From an optimization exercise on the open Yosys and OpenROAD flow, aimed at small area, a short achievable clock period and few clock cycles per item; shortcuts taken in it are not production practice. Only simulation tests tie the RTL to the original design; equivalence was not proved. The clock input has no modelled driver; a real chip could not lean on it and would need a root buffer or a full tree. No activity file was given, so power comes from the tool's default toggle rates.

try-tundra:
// p286_tmds_ser
module p286_tmds_ser (
    input  wire        clk,
    input  wire        rst,         
    input  wire        in_valid,
    output wire        in_ready,
    input  wire        in_ctl,      
    input  wire        in_hsync,    
    input  wire        in_vsync,    
    input  wire [23:0] in_rgb,      
    output wire        out_valid,
    output wire [5:0]  out_unit
);
    reg  [4:0] j_q;         
    reg        h_q;         
    reg        act_q;       
    reg        rdy_q;       
    reg        ld_q;        
    reg        act1_q;      
    reg        ov_q;        
    reg        pix_q;       
    reg        m0_q;        
    reg        m9_q;        
    reg  [9:0] ring_q [0:2];
    reg  [2:0] inv_q;
    reg  [2:0] o_q;
    wire i0   = !j_q[4] && !j_q[0];
        wire i9   =  j_q[4] && !j_q[3];
    wire i89  =  j_q[4] && !j_q[2];
    wire k354 = (j_q[2] && !j_q[3]) || (j_q[4] && j_q[0]) || (j_q[2] && !j_q[1]) || i9 || i0;
  ...
Size: ~220 cells after synthesis, roughly 50 flip-flops, ~38 I/O pins, roughly 2100 µm² of cells after synthesis.
==> flow/config.mk <==
export PLATFORM = sky130hd
export DESIGN_NAME = p286_tmds_ser
export DESIGN_NICKNAME = p286_tmds_ser
export VERILOG_FILES = /design/flow/design.v
export SDC_FILE = /design/flow/constraint.sdc
export NUM_CORES = 4
export LEC_CHECK = 0
export CAP_MARGIN = 20
export CORE_MARGIN = 2
export CORE_UTILIZATION = 40
export SETUP_SLACK_MARGIN = 3.2
export SLEW_MARGIN = 20
==> flow/constraint.sdc <==
create_clock -name core_clock -period 5.0 [get_ports {clk}]
set_input_delay 1.0000 -clock core_clock [delete_from_list [all_inputs] [get_ports {clk}]]
set_output_delay 1.0000 -clock core_clock [all_outputs]
set_load 0.01 [all_outputs]
standard.sh (not shown) runs the stock make flow with config.mk's settings and CLKGATE_MAP_FILE= SYNTH_SCRIPT=/design/flow/synth_recipe.tcl, a recipe that flattens the netlist after the stock synthesis.
==> flow/flow/run.sh <==
#!/bin/bash
export BUFFER_PORTS_ARGS="-buffer_cell sky130_fd_sc_hd__buf_1"
export CTS_ARGS="-sink_clustering_enable -repair_clock_nets -root_buf sky130_fd_sc_hd__clkbuf_8 -buf_list sky130_fd_sc_hd__clkbuf_8 -dont_use_dummy_load"
export POST_CTS_TCL="$PWD/flow/drop_root.tcl"
bash standard.sh > standard.log 2>&1
==> flow/flow/drop_root.tcl <==
set block [ord::get_db_block]
set port_net [$block findNet clk]
set root ""
set nroot 0
foreach it [$port_net getITerms] { set root [$it getInst]; incr nroot }
if {$nroot != 1} { puts "drop_root: clock port drives $nroot pins, tree kept"; return }
set root_out ""
foreach it [$root getITerms] {
  if {[[$it getMTerm] getIoType] eq "OUTPUT"} { set root_out [$it getNet] }
}
set loads {}
set ok 1
foreach it [$root_out getITerms] {
  if {[$it getInst] eq $root} continue
  if {![string match "sky130_fd_sc_hd__clkbuf_*" [[[$it getInst] getMaster] getName]]} { set ok 0 }
  lappend loads $it
}
if {!$ok || [llength $loads] > 4} { puts "drop_root: root drives [llength $loads] pins, tree kept"; return }
puts "drop_root: removing [$root getName], port drives [llength $loads] buffers"
foreach it $loads { $it disconnect; $it connect $port_net }
foreach it [$root getITerms] { $it disconnect }
odb::dbInst_destroy $root
odb::dbNet_destroy $root_out
estimate_parasitics -placement
report_checks -path_delay max -format end
The final layout from try-tundra, which completed every stage, passed the timing, design-rule and antenna checks at the end of the flow.
Testbench counts of try-tundra, summed over its fixed seeds: cycles 48,024, items 2,400.
### try-tundra -> try-pepper
# try-tundra
export LEC_CHECK = 0
export CAP_MARGIN = 20
export CORE_MARGIN = 2
export CORE_UTILIZATION = 40
export SETUP_SLACK_MARGIN = 3.2
export SLEW_MARGIN = 20
create_clock -name core_clock -period 5.0 [get_ports {clk}]
# try-pepper
export LEC_CHECK = 0
export ABC_AREA = 1
export CAP_MARGIN = 20
export CORE_MARGIN = 2
export CORE_UTILIZATION = 40
export SETUP_SLACK_MARGIN = 3.2
export SLEW_MARGIN = 20
create_clock -name core_clock -period 5.0 [get_ports {clk}]
==> flow/flow/run.sh <==
#!/bin/bash
export BUFFER_PORTS_ARGS="-buffer_cell sky130_fd_sc_hd__buf_1"
export CTS_ARGS="-sink_clustering_enable -repair_clock_nets -root_buf sky130_fd_sc_hd__clkbuf_16 -buf_list sky130_fd_sc_hd__clkbuf_16 -dont_use_dummy_load"
export POST_CTS_TCL="$PWD/flow/drop_root.tcl"
bash standard.sh > standard.log 2>&1
### Flow results
Compared with try-tundra, try-pepper is the more power-hungry design.
From try-tundra to try-pepper the numbers moved as follows: TritonCTS sink count level; all-layer global routing usage saw an increase.
After detailed routing, try-tundra needs less wire than try-pepper.
Switching part of the total (try-pepper over try-tundra): decrease, 1.2 points
Final worst-path cycle share: try-pepper vs try-tundra down 0.48 points
Post-synth net total, try-pepper vs try-tundra: up by more than 10%
The inputs of try-harbor differ from those of try-pepper as listed below.
==> flow/flow/run.sh <==
#!/bin/bash
export BUFFER_PORTS_ARGS="-buffer_cell sky130_fd_sc_hd__buf_1"
bash standard.sh > standard.log 2>&1
removed: flow/flow/drop_root.tcl
==> comparison <==
Of try-pepper and try-harbor, the run reporting the lower count of clock-buffer cells in the layout was try-pepper.
In try-harbor, final design area excluding fillers is higher than in try-pepper.
try-harbor supports a lower top clock frequency than try-pepper.
try-harbor against try-pepper: power spent charging and discharging nets +about 13%, sequential share of layout area now sits lower, flop-to-flop setup slack has increased, setup slack decreased 140 ps, wire length after detailed routing saw a decrease.
Changes in try-indigo relative to try-harbor:
==> flow/flow/run.sh <==
#!/bin/bash
export BUFFER_PORTS_ARGS="-buffer_cell sky130_fd_sc_hd__buf_1"
export CTS_ARGS="-sink_clustering_enable -repair_clock_nets -root_buf sky130_fd_sc_hd__clkbuf_8 -buf_list sky130_fd_sc_hd__clkbuf_8 -dont_use_dummy_load"
export POST_CTS_TCL="$PWD/flow/drop_root.tcl"
bash standard.sh > standard.log 2>&1
==> flow/flow/drop_root.tcl (new file) <==
set block [ord::get_db_block]
set port_net [$block findNet clk]
set root ""
set nroot 0
foreach it [$port_net getITerms] { set root [$it getInst]; incr nroot }
if {$nroot != 1} { puts "drop_root: clock port drives $nroot pins, tree kept"; return }
set root_out ""
foreach it [$root getITerms] {
  if {[[$it getMTerm] getIoType] eq "OUTPUT"} { set root_out [$it getNet] }
}
set loads {}
set ok 1
foreach it [$root_out getITerms] {
  if {[$it getInst] eq $root} continue
  if {![string match "sky130_fd_sc_hd__clkbuf_*" [[[$it getInst] getMaster] getName]]} { set ok 0 }
  lappend loads $it
}
if {!$ok || [llength $loads] > 4} { puts "drop_root: root drives [llength $loads] pins, tree kept"; return }
puts "drop_root: removing [$root getName], port drives [llength $loads] buffers"
foreach it $loads { $it disconnect; $it connect $port_net }
foreach it [$root getITerms] { $it disconnect }
odb::dbInst_destroy $root
odb::dbNet_destroy $root_out
estimate_parasitics -placement
report_checks -path_delay max -format end
--- outcome ---
- Per the comparison of try-indigo with try-harbor, maximum frequency up 8.4%, wire length down about 1.7%, core utilization down 1.6 points.
- Relative to try-harbor, overall power of the completed layout has gone down in try-indigo.
- Compared with try-harbor, in try-indigo final worst-path setup slack +140 ps; switching power summed over all nets -about 13%; slew at the pin closest to its max-slew limit +11 ps; final routed wire length divided by cell count -0.64%.
- The final reports for try-indigo and try-harbor show critical path's largest stage delay higher in the former.
- rdy_q as the start point of the critical path was reported by try-indigo, and o_q[1] by try-harbor.


run A:
p286_tmds_ser, a different RTL version from the one above (not shown whole).
For scale: roughly 280 cells after synthesis, about 49 flip-flops, ~2000 um2 of cells after synthesis.
Design p286_tmds_ser, start of the top module:
module p286_tmds_ser (
    input  wire        clk,
    input  wire        rst,         
    input  wire        in_valid,
    output wire        in_ready,
    input  wire        in_ctl,      
    input  wire        in_hsync,    
    input  wire        in_vsync,    
    input  wire [23:0] in_rgb,      
    output wire        out_valid,
    output wire [5:0]  out_unit
);
export LEC_CHECK = 0
export ABC_AREA = 1
export CAP_MARGIN = 20
export CORE_MARGIN = 2
export CORE_UTILIZATION = 40
export SETUP_SLACK_MARGIN = 3.2
export SLEW_MARGIN = 20
create_clock -name core_clock -period 5.0 [get_ports {clk}]
==> flow/flow/run.sh <==
#!/bin/bash
set -e
rm -rf myscripts
cp -r "$FLOW_HOME/scripts" myscripts
cp flow/abc_area.script myscripts/abc_area.script
export BUFFER_PORTS_ARGS="-buffer_cell sky130_fd_sc_hd__buf_1"
export CTS_ARGS="-sink_clustering_enable -repair_clock_nets -root_buf sky130_fd_sc_hd__clkbuf_8 -buf_list sky130_fd_sc_hd__clkbuf_8 -dont_use_dummy_load"
export POST_CTS_TCL="$PWD/flow/drop_root.tcl"
SCRIPTS_DIR="$PWD/myscripts" bash standard.sh synth > synth.log 2>&1
bash standard.sh > standard.log 2>&1
==> flow/flow/abc_area.script <==
strash
balance
rewrite
refactor
balance
rewrite
rewrite -z
balance
refactor -z
rewrite -z
balance
dch
map -B 0.9
topo
stime -c
buffer -c
upsize -c
dnsize -c
==> flow/flow/drop_root.tcl <==
set block [ord::get_db_block]
set port_net [$block findNet clk]
set root ""
set nroot 0
foreach it [$port_net getITerms] { set root [$it getInst]; incr nroot }
if {$nroot != 1} { puts "drop_root: clock port drives $nroot pins, tree kept"; return }
set root_out ""
foreach it [$root getITerms] {
  if {[[$it getMTerm] getIoType] eq "OUTPUT"} { set root_out [$it getNet] }
}
set loads {}
set ok 1
foreach it [$root_out getITerms] {
  if {[$it getInst] eq $root} continue
  if {![string match "sky130_fd_sc_hd__clkbuf_*" [[[$it getInst] getMaster] getName]]} { set ok 0 }
  lappend loads $it
}
if {!$ok || [llength $loads] > 4} { puts "drop_root: root drives [llength $loads] pins, tree kept"; return }
puts "drop_root: removing [$root getName], port drives [llength $loads] buffers"
foreach it $loads { $it disconnect; $it connect $port_net }
foreach it [$root getITerms] { $it disconnect }
odb::dbInst_destroy $root
odb::dbNet_destroy $root_out
estimate_parasitics -placement
report_checks -path_delay max -format end
Run A completed; timing, DRC and antenna clean
Testbench counts of run A, summed over its fixed seeds: cycles 48,024, items 2,400.
Modified inputs, run B compared to run A
==> flow/flow/abc_area.script <==
strash
balance
rewrite
refactor
balance
rewrite
rewrite -z
balance
refactor -z
rewrite -z
balance
dch -f
map -a
topo
==> comparison <==
Compared with run A, run B has less setup slack. Min utilization across run A and run B: run A. Combinational power for run B: about 2% up relative to run A. The run showing the greater simple-gate portion of the synthesized area is run A. Between run A and run B, design area is higher for run A, run B comes in under that.
Relative to run B, the following input files were edited for run C:
Settings: a change of CORE_UTILIZATION from 40 to 60; an added PLACE_DENSITY of 0.65.
==> flow/flow/run.sh <==
#!/bin/bash
export BUFFER_PORTS_ARGS="-buffer_cell sky130_fd_sc_hd__buf_1"
export CTS_ARGS="-sink_clustering_enable -repair_clock_nets -root_buf sky130_fd_sc_hd__clkbuf_8 -buf_list sky130_fd_sc_hd__clkbuf_8 -dont_use_dummy_load"
export POST_CTS_TCL="$PWD/flow/drop_root.tcl"
bash standard.sh > standard.log 2>&1
removed: flow/flow/abc_area.script
- Required time at the worst-slack endpoint: lower on run C
- Between run B and run C, the difference in post-detailed-placement half-perimeter wirelength is negligible.
- Overall routed net length in run C vs run B: down 10%
- On register clock-pin slew on the reported worst setup and hold paths, run B and run C are basically level.
- Run B and run C ended up with roughly the same sink count of the clock tree.
- Summary: worst setup slack, run C better than run B
- Summary of run C over run B: post-synthesis cell area increased 90 um2, post-synthesis to final-layout area growth decreased 7.6 points, power after layout decreased 0.0062 mW.
--- input diff run C..run D ---
Settings: changing CORE_UTILIZATION from 60 to 40; removing PLACE_DENSITY (formerly 0.65); changing SETUP_SLACK_MARGIN from 3.2 to 3.4.
==> flow/flow/run.sh <==
#!/bin/bash
set -e
rm -rf myscripts
cp -r "$FLOW_HOME/scripts" myscripts
cp flow/abc_area.script myscripts/abc_area.script
export BUFFER_PORTS_ARGS="-buffer_cell sky130_fd_sc_hd__buf_1"
export CTS_ARGS="-sink_clustering_enable -repair_clock_nets -root_buf sky130_fd_sc_hd__clkbuf_8 -buf_list sky130_fd_sc_hd__clkbuf_8 -dont_use_dummy_load"
export POST_CTS_TCL="$PWD/flow/drop_root.tcl"
SCRIPTS_DIR="$PWD/myscripts" bash standard.sh synth > synth.log 2>&1
bash standard.sh > standard.log 2>&1
==> flow/flow/abc_area.script (new file) <==
strash
balance
rewrite
refactor
balance
rewrite
rewrite -z
balance
refactor -z
rewrite -z
balance
dch -f
map -a
topo
--- outcome ---
Run D finished end to end and its layout was clean on timing, DRC and antenna. Looking at share of the core filled with cells across run C and run D, the one that comes out lower is run D. Lower sequential power among run C and run D: run C. Total power: run D higher than run C.
Modified inputs, run E compared to run D
Settings: swapping 40 for 80 in CORE_UTILIZATION; swapping 3.4 for 3.2 in SETUP_SLACK_MARGIN; putting PLACE_DENSITY at 0.85 where nothing was set.
==> flow/flow/run.sh <==
#!/bin/bash
export BUFFER_PORTS_ARGS="-buffer_cell sky130_fd_sc_hd__buf_1"
export CTS_ARGS="-sink_clustering_enable -repair_clock_nets -root_buf sky130_fd_sc_hd__clkbuf_8 -buf_list sky130_fd_sc_hd__clkbuf_8 -dont_use_dummy_load"
export POST_CTS_TCL="$PWD/flow/drop_root.tcl"
bash standard.sh > standard.log 2>&1
removed: flow/flow/abc_area.script
Findings:
Run E vs. run D: post-layout minimum cycle time went up by 28 ps. As of run E, non-clock buffer count had fallen by more than 10% compared to run D. Run E: total power consumption of the routed design lower than run D. Fraction of met3 tracks used by global routing: run E vs run D up 1.2 points. Run E against run D: non-clock inverter count in the final layout fell about 5.4%; multi-input gate area in the final layout saw an increase. The total length of routed met2 wires in run E was higher than what run D gave. The final cell count without fillers of run E falls short of that of run D by 7. Wire length on run E is behind run D.
For run F, these inputs were changed with respect to run E:
Settings: a change of SETUP_SLACK_MARGIN from 3.2 to 2.5; a change of CORE_UTILIZATION from 80 to 40; a deleted PLACE_DENSITY that had been 0.85.
Findings:
In the metrics for run F and run E, the one carrying the higher growth of design area from synthesis to finish is run F. Clock network power: run F vs run E — no meaningful difference. Run F against run E: placed instance count climbed about 11%; minimum period implied by the final worst setup slack dropped 22 ps; number of global-route vias before repair dropped 177; power dropped 0.028 mW. Re delay of the slowest cell on the worst path: run F is 20 ps down on run E. Run F finished every step from synthesis to the final layout, and the layout passed the timing, design-rule and antenna checks.

==> afterwards: timing with drivers on the ports <==
The results above use ideal ports. As a check the final layouts listed here were re-extracted and re-timed, cells and wires unchanged.
Step 1, drivers: a clkbuf_16 drives clk and a buf_2 each remaining input, both assumed.
Step 2 moves the port delays by t, midway between the first and last clock arrival at a register: inputs arrive t later, outputs are due t later. That takes back most of the time a late clock gives input paths.
Slacks: ideal / step 1 / step 2; pairs: ideal / step 1.
run	t (ns)	setup WS [ns]	hold WS [ns]	cell pins on the clock port's net
try-tundra	0.189	3.344 / 3.314 / 3.244	0.333 / 0.333 / 0.333	4
try-pepper	0.191	3.368 / 3.304 / 3.225	0.327 / 0.327 / 0.327	4
try-harbor	0.320	3.225 / 3.198 / 3.219	0.333 / 0.333 / 0.333	1
try-indigo	0.189	3.363 / 3.311 / 3.228	0.331 / 0.331 / 0.331	4
run A	0.191	3.308 / 3.313 / 3.151	0.320 / 0.320 / 0.320	4
run B	0.188	3.270 / 3.296 / 3.113	0.331 / 0.331 / 0.331	4
run C	0.189	3.356 / 3.306 / 3.303	0.326 / 0.326 / 0.326	4
run D	0.190	3.367 / 3.316 / 3.275	0.331 / 0.331 / 0.331	4
run E	0.192	3.339 / 3.286 / 3.224	0.333 / 0.333 / 0.333	4
run F	0.188	3.361 / 3.310 / 3.322	0.329 / 0.329 / 0.329	4
After both steps every run listed still meets setup and hold.
